Context: an optimization exercise on an open-source flow, tuned for small area, a short achievable clock period and few clock cycles per item. The choices shown serve that exercise and are no tape-out recipe.
Power figures rest on the tool's default switching activity, not on a simulated workload.

==> build 86: inputs <==
==> flow/design.v (excerpt) <==
module radio_mode_fsm #(
    parameter [7:0]  CHANNEL_RESET = 8'h0B,
    parameter [15:0] CCACFG_RESET  = 16'h0000
) (
    input  wire        clk,
    input  wire        rst,             
    input  wire        in_valid,
    output wire        in_ready,
    input  wire        in_kind,         
    input  wire [31:0] in_word,
    input  wire [31:0] in_arg,
    input  wire        in_abortable,    
    input  wire        in_ack_req,      
    input  wire [31:0] pool_handle,
    output wire        pool_take,
    output wire        rsp_valid,
    output wire [31:0] rsp_word,
    output wire        out_valid,
    output wire [31:0] out_w0,
    output wire [31:0] out_w1,
    output wire [1:0]  need,
    output reg  [7:0]  hw_channel,
    output reg  [15:0] hw_cca,
    output wire [7:0]  fault
);
export LEC_CHECK = 0
export CAP_MARGIN = 20
export CORE_MARGIN = 2
export CORE_UTILIZATION = 40
export PLACE_DENSITY = 0.6
export SETUP_SLACK_MARGIN = 4.5
export SLEW_MARGIN = 20
create_clock -name core_clock -period 8.0 [get_ports {clk}]
run.sh (not shown) runs the stock make flow with config.mk's settings and CLKGATE_MAP_FILE= SYNTH_SCRIPT=/design/flow/synth_recipe.tcl, a recipe that flattens the netlist after the stock synthesis.
==> trial 72: changes against build 86 <==
--- a/flow/design.v
+++ b/flow/design.v
@@ -47,15 +47,17 @@
     reg  [7:0]  cfg_channel;
     reg         pending_channel;
     reg  [15:0] cfg_cca;
     reg         pending_cca;
     reg         cs_held;
     reg  [2:0]  fault_r;
-    reg  [3:0]  evq [0:15];
+    reg  [3:0]  evq [0:15];          
     reg  [4:0]  evq_tail;            
     reg  [3:0]  evq_head;
+    reg  [4:0]  evq_count;           
+    reg  [3:0]  evq_last;            
     reg         ed_held;             
     reg  [7:0]  energy;
     reg         ready_r;
     reg         take_r;
     reg         rsp_v;
     reg  [3:0]  rsp_lo;
@@ -105,13 +107,13 @@
             ST_RXACK: state_code = 4'd9;
             ST_ED:    state_code = 4'd10;
             ST_CCA:   state_code = 4'd11;
             default:  state_code = 4'd12;
         endcase
     end
-    wire queued  = (evq_tail != 5'd0);
+    wire queued  = (evq_tail != 5'd0);   
     wire stopped = (fault_r != 3'd0);
     wire drain   = !stopped && !take_r && !cs_held && queued;
     wire last    = ({1'b0, evq_head} + 5'd1 == evq_tail);    
     wire [3:0] qcode = evq[evq_head];
     wire q_RXS = qcode == E_RXS;
     wire q_TXC = qcode == E_TXC;
@@ -126,59 +128,61 @@
     wire q_TSR = qcode == E_TSR;
     wire [7:0] opc = in_word[31:24];
     wire b0        = in_word[0];
     wire acc       = in_valid && ready_r;
     wire acc_cmd   = acc && !in_kind;
     wire acc_ev    = acc && in_kind;
-    wire c_SLEEP = acc_cmd && opc == 8'h01;
-    wire c_RECV  = acc_cmd && opc == 8'h02;
-    wire c_TX    = acc_cmd && opc == 8'h03;
-    wire c_ED    = acc_cmd && opc == 8'h04;
-    wire c_CCA   = acc_cmd && opc == 8'h05;
-    wire c_CC    = acc_cmd && opc == 8'h06;
-    wire c_CUR   = acc_cmd && opc == 8'h08;
-    wire c_NBF   = acc_cmd && opc == 8'h09;
-    wire c_CHU   = acc_cmd && opc == 8'h0A;
-    wire c_CCU   = acc_cmd && opc == 8'h0B;
-    wire c_CSE   = acc_cmd && opc == 8'h0E;
-    wire c_CSX   = acc_cmd && opc == 8'h0F;
-    wire c_CFGCH = acc_cmd && opc == 8'h10;
-    wire c_CFGCA = acc_cmd && opc == 8'h11;
+    wire c_SLEEP = acc_cmd && opc[4:0] == 5'h01;
+    wire c_RECV  = acc_cmd && opc[4:0] == 5'h02;
+    wire c_TX    = acc_cmd && opc[4:0] == 5'h03;
+    wire c_ED    = acc_cmd && opc[4:0] == 5'h04;
+    wire c_CCA   = acc_cmd && opc[4:0] == 5'h05;
+    wire c_CC    = acc_cmd && opc[4:0] == 5'h06;
+    wire c_CUR   = acc_cmd && opc[4:0] == 5'h08;
+    wire c_NBF   = acc_cmd && opc[4:0] == 5'h09;
+    wire c_CHU   = acc_cmd && opc[4:0] == 5'h0A;
+    wire c_CCU   = acc_cmd && opc[4:0] == 5'h0B;
+    wire c_CSE   = acc_cmd && opc[4:0] == 5'h0E;
+    wire c_CSX   = acc_cmd && opc[4:0] == 5'h0F;
+    wire c_CFGCH = acc_cmd && opc[4] && !opc[0];
+    wire c_CFGCA = acc_cmd && opc[4] && opc[0];
     wire c_probe = c_ED || c_CCA || c_CC;
+    wire o_4x  = !opc[5] && !opc[3];
+    wire d_RXS = o_4x && opc[2:0] == 3'd0;
+    wire d_AM  = o_4x && opc[2:0] == 3'd1;
+    wire d_RXC = o_4x && opc[2:0] == 3'd2;
+    wire d_TXC = o_4x && opc[2:0] == 3'd3;
+    wire d_ACK = o_4x && opc[2:0] == 3'd4;
+    wire d_ATO = o_4x && opc[2:0] == 3'd5;
+    wire d_EDC = o_4x && opc[2:0] == 3'd6;
+    wire d_CCA = o_4x && opc[2:0] == 3'd7;
+    wire d_DIS = !opc[5] && opc[3];
+    wire d_TSG = opc[5] && !opc[0];
+    wire d_TSR = opc[5] && opc[0];
+    wire [3:0] ev_code = d_RXS ? E_RXS : d_AM ? {3'b001, b0} : d_RXC ? {3'b010, b0} :
+                         d_TXC ? E_TXC : d_ACK ? {3'b011, b0} : d_ATO ? E_ATO :
+                         d_EDC ? E_EDC : d_CCA ? {3'b101, b0} : d_DIS ? E_DIS :
+                         d_TSG ? E_TSG : E_TSR;
     wire dev   = acc_ev && !cs_held;
     wire qev   = drain || (c_CSX && queued);
     wire enq   = acc_ev && cs_held;
+    wire drop  = (ev_code == E_ACK0) || (evq_count != 5'd0 && ev_code == evq_last);
+    wire store = enq && !drop;
     wire deq   = qev;
     wire b     = acc_ev ? b0 : qcode[0];
-    wire ev_RXS = dev ? opc == 8'h40 : qev && q_RXS;
-    wire ev_AM  = dev ? opc == 8'h41 : qev && q_AM;
-    wire ev_RXC = dev ? opc == 8'h42 : qev && q_RXC;
-    wire ev_TXC = dev ? opc == 8'h43 : qev && q_TXC;
-    wire ev_ACK = dev ? opc == 8'h44 : qev && q_ACK;
-    wire ev_ATO = dev ? opc == 8'h45 : qev && q_ATO;
-    wire ev_EDC = dev ? opc == 8'h46 : qev && q_EDC;
-    wire ev_CCA = dev ? opc == 8'h47 : qev && q_CCA;
-    wire ev_DIS = dev ? opc == 8'h48 : qev && q_DIS;
-    wire ev_TSG = dev ? opc == 8'h60 : qev && q_TSG;
-    wire ev_TSR = dev ? opc == 8'h61 : qev && q_TSR;
-    reg  [3:0] ev_code;              
-    always @* begin
-        case (opc[5:0])
-            6'h00: ev_code = E_RXS;
-            6'h01: ev_code = {3'b001, b0};
-            6'h02: ev_code = {3'b010, b0};
-            6'h03: ev_code = E_TXC;
-            6'h04: ev_code = {3'b011, b0};
-            6'h05: ev_code = E_ATO;
-            6'h06: ev_code = E_EDC;
-            6'h07: ev_code = {3'b101, b0};
-            6'h08: ev_code = E_DIS;
-            6'h20: ev_code = E_TSG;
-            default: ev_code = E_TSR;
-        endcase
-    end
+    wire ev_RXS = dev ? d_RXS : qev && q_RXS;
+    wire ev_AM  = dev ? d_AM  : qev && q_AM;
+    wire ev_RXC = dev ? d_RXC : qev && q_RXC;
+    wire ev_TXC = dev ? d_TXC : qev && q_TXC;
+    wire ev_ACK = dev ? d_ACK : qev && q_ACK;
+    wire ev_ATO = dev ? d_ATO : qev && q_ATO;
+    wire ev_EDC = dev ? d_EDC : qev && q_EDC;
+    wire ev_CCA = dev ? d_CCA : qev && q_CCA;
+    wire ev_DIS = dev ? d_DIS : qev && q_DIS;
+    wire ev_TSG = dev ? d_TSG : qev && q_TSG;
+    wire ev_TSR = dev ? d_TSR : qev && q_TSR;
     wire t_RXS    = ev_RXS && sWRF;
     wire t_AM     = ev_AM && sRXH;
     wire t_RXC    = ev_RXC && sRXF;
     wire t_TXCf   = ev_TXC && sTXF;
     wire t_TXCa   = ev_TXC && sTXACK;
     wire t_ACK    = ev_ACK && b && sRXACK;
@@ -285,13 +289,13 @@
     reg  [2:0] step_fault;
     always @* begin
         step_fault = 3'd0;
         if (in_kind) begin
             if (!ev_ok)
                 step_fault = 3'd1;
-            else if (cs_held && evq_tail[4])
+            else if (cs_held && evq_count[4])
                 step_fault = 3'd6;
         end else begin
             if (!cmd_ok)
                 step_fault = 3'd1;
             else if ((opc == 8'h03 || opc == 8'h09) && arg_zero)
                 step_fault = 3'd7;
@@ -301,13 +305,13 @@
                 step_fault = 3'd3;
             else if (opc == 8'h0F && !cs_held)
                 step_fault = 3'd4;
         end
     end
     wire faulting = acc && (step_fault != 3'd0);
-    wire [4:0] n_tail = deq ? (last ? 5'd0 : evq_tail) : (enq ? evq_tail + 5'd1 : evq_tail);
+    wire [4:0] n_tail = deq ? (last ? 5'd0 : evq_tail) : (store ? evq_tail + 5'd1 : evq_tail);
     wire n_ready = !faulting && !stopped && !take && (n_cs || n_tail == 5'd0);
     always @(posedge clk) begin
         if (rst) begin
             state           <= ST_SLEEP;
             ts_granted      <= 1'b0;
             rx_none         <= 1'b1;
@@ -320,12 +324,13 @@
             hw_cca          <= CCACFG_RESET;
             pending_cca     <= 1'b0;
             cs_held         <= 1'b0;
             fault_r         <= 3'd0;
             evq_tail        <= 5'd0;
             evq_head        <= 4'd0;
+            evq_count       <= 5'd0;
             ed_held         <= 1'b0;
             ready_r         <= 1'b1;
             take_r          <= 1'b0;
             rsp_v           <= 1'b0;
             rec_v           <= 1'b0;
         end else begin
@@ -349,21 +354,24 @@
             rec_v           <= rec && !faulting;
             if (upd_channel)
                 hw_channel <= cfg_channel;
             if (upd_cca)
                 hw_cca <= cfg_cca;
             evq_tail <= n_tail;
-            if (enq && opc[2:0] == 3'd6)
-                ed_held <= 1'b1;
-            if (deq) begin
-                if (last) begin
-                    evq_head <= 4'd0;
-                    ed_held  <= 1'b0;
-                end else
-                    evq_head <= evq_head + 4'd1;
+            if (c_CSE) begin
+                evq_count <= 5'd0;
+                ed_held   <= 1'b0;
+            end
+            if (enq) begin
+                evq_count <= evq_count + 5'd1;
+                evq_last  <= ev_code;
             end
+            if (store && d_EDC)
+                ed_held <= 1'b1;
+            if (deq)
+                evq_head <= last ? 4'd0 : evq_head + 4'd1;
         end
     end
     always @(posedge clk) begin
         if (k_TX)
             job_ack_req <= in_ack_req;
         if (c_TX && !txfam)
@@ -375,12 +383,12 @@
         rsp_lo      <= n_rsp_lo;
         rsp_hi      <= n_rsp_hi;
         rec_type    <= n_rec_type;
         rec_lo      <= n_rec_lo;
         if (rx_none || (ev_RXC && sRXF))
             rx_buffer <= c_NBF ? in_arg : pool_handle;
-        if (enq && opc[2:0] == 3'd6 && !ed_held)
+        if (store && d_EDC && !ed_held)
             energy <= in_word[7:0];
-        if (enq)
+        if (store)
             evq[evq_tail[3:0]] <= ev_code;
     end
 endmodule
==> flow/flow/run.sh (new file) <==
#!/bin/bash
# The standard layout (standard.sh), with every port buffered by a
# sky130_fd_sc_hd__buf_1 instead of the cell buffer_ports picks by default.
set -euo pipefail
export BUFFER_PORTS_ARGS="-buffer_cell sky130_fd_sc_hd__buf_1"
bash standard.sh > standard.log 2>&1
==> flow/standard.sh (new file) <==
#!/bin/bash
# synth_recipe.tcl (not shown) runs the flow's synth.tcl, then flattens the netlist and writes it again
# the make line also repeats each setting of config.mk as NAME=value (left out here)
make -C /OpenROAD-flow-scripts/flow DESIGN_CONFIG=/design/flow/config.mk WORK_HOME=/design/flow/orfs CLKGATE_MAP_FILE= SYNTH_SCRIPT=/design/flow/synth_recipe.tcl "${@:-finish}"
Settings changed: SETUP_SLACK_MARGIN 4.5 to 5.0.
removed: flow/run.sh
==> notes <==
- Of build 86 and trial 72, trial 72 has the higher setup slack (gap 0.32 ns).
- In trial 72 the synthesized cell count is higher than in build 86, by about 0.7%.
- Between trial 72 and build 86, the lower core utilization is in trial 72 (gap 3.2 points).
- Between trial 72 and build 86, the lower global-route usage is in trial 72 (gap 1.9 points).
- Total power: trial 72 is larger than build 86 (4.4%).
- Sequential share of layout area: build 86 is lower than trial 72 (1.4 points).
No functional check of the RTL was part of any run of this note.

[afterwards: timing with drivers on the ports]
In the flow no input, the clock included, has a driving cell. The finished layouts below were timed again as built, in two steps. Step 1, drivers: a clkbuf_16 drives clk and a buf_2 each remaining input, both assumed. Step 2 times the ports against the registers' clock, not the clock port: input delays grow and output delays shrink by t, the midpoint of the rising clock arrivals with the driver on. Three values: no drivers, after step 1, after step 2; two values: the first two.
| run | shift t [ns] | setup slack, ns | clock arrival spread, ns | worst data-port slew with drivers (ns) | cell pins on the clock port's net |
|---|---|---|---|---|---|
| build 86 | 0.598 | 4.009 / 4.000 / 3.402 | 0.009 / 0.010 | 0.11 | 1 |
| trial 72 | 0.583 | 4.326 / 4.305 / 3.722 | 0.017 / 0.017 | 0.09 | 1 |
After both steps every run listed still meets setup and hold. The setup slack of build 86, which loses most, moves by -0.009 ns with the drivers and by -0.607 ns with both steps.
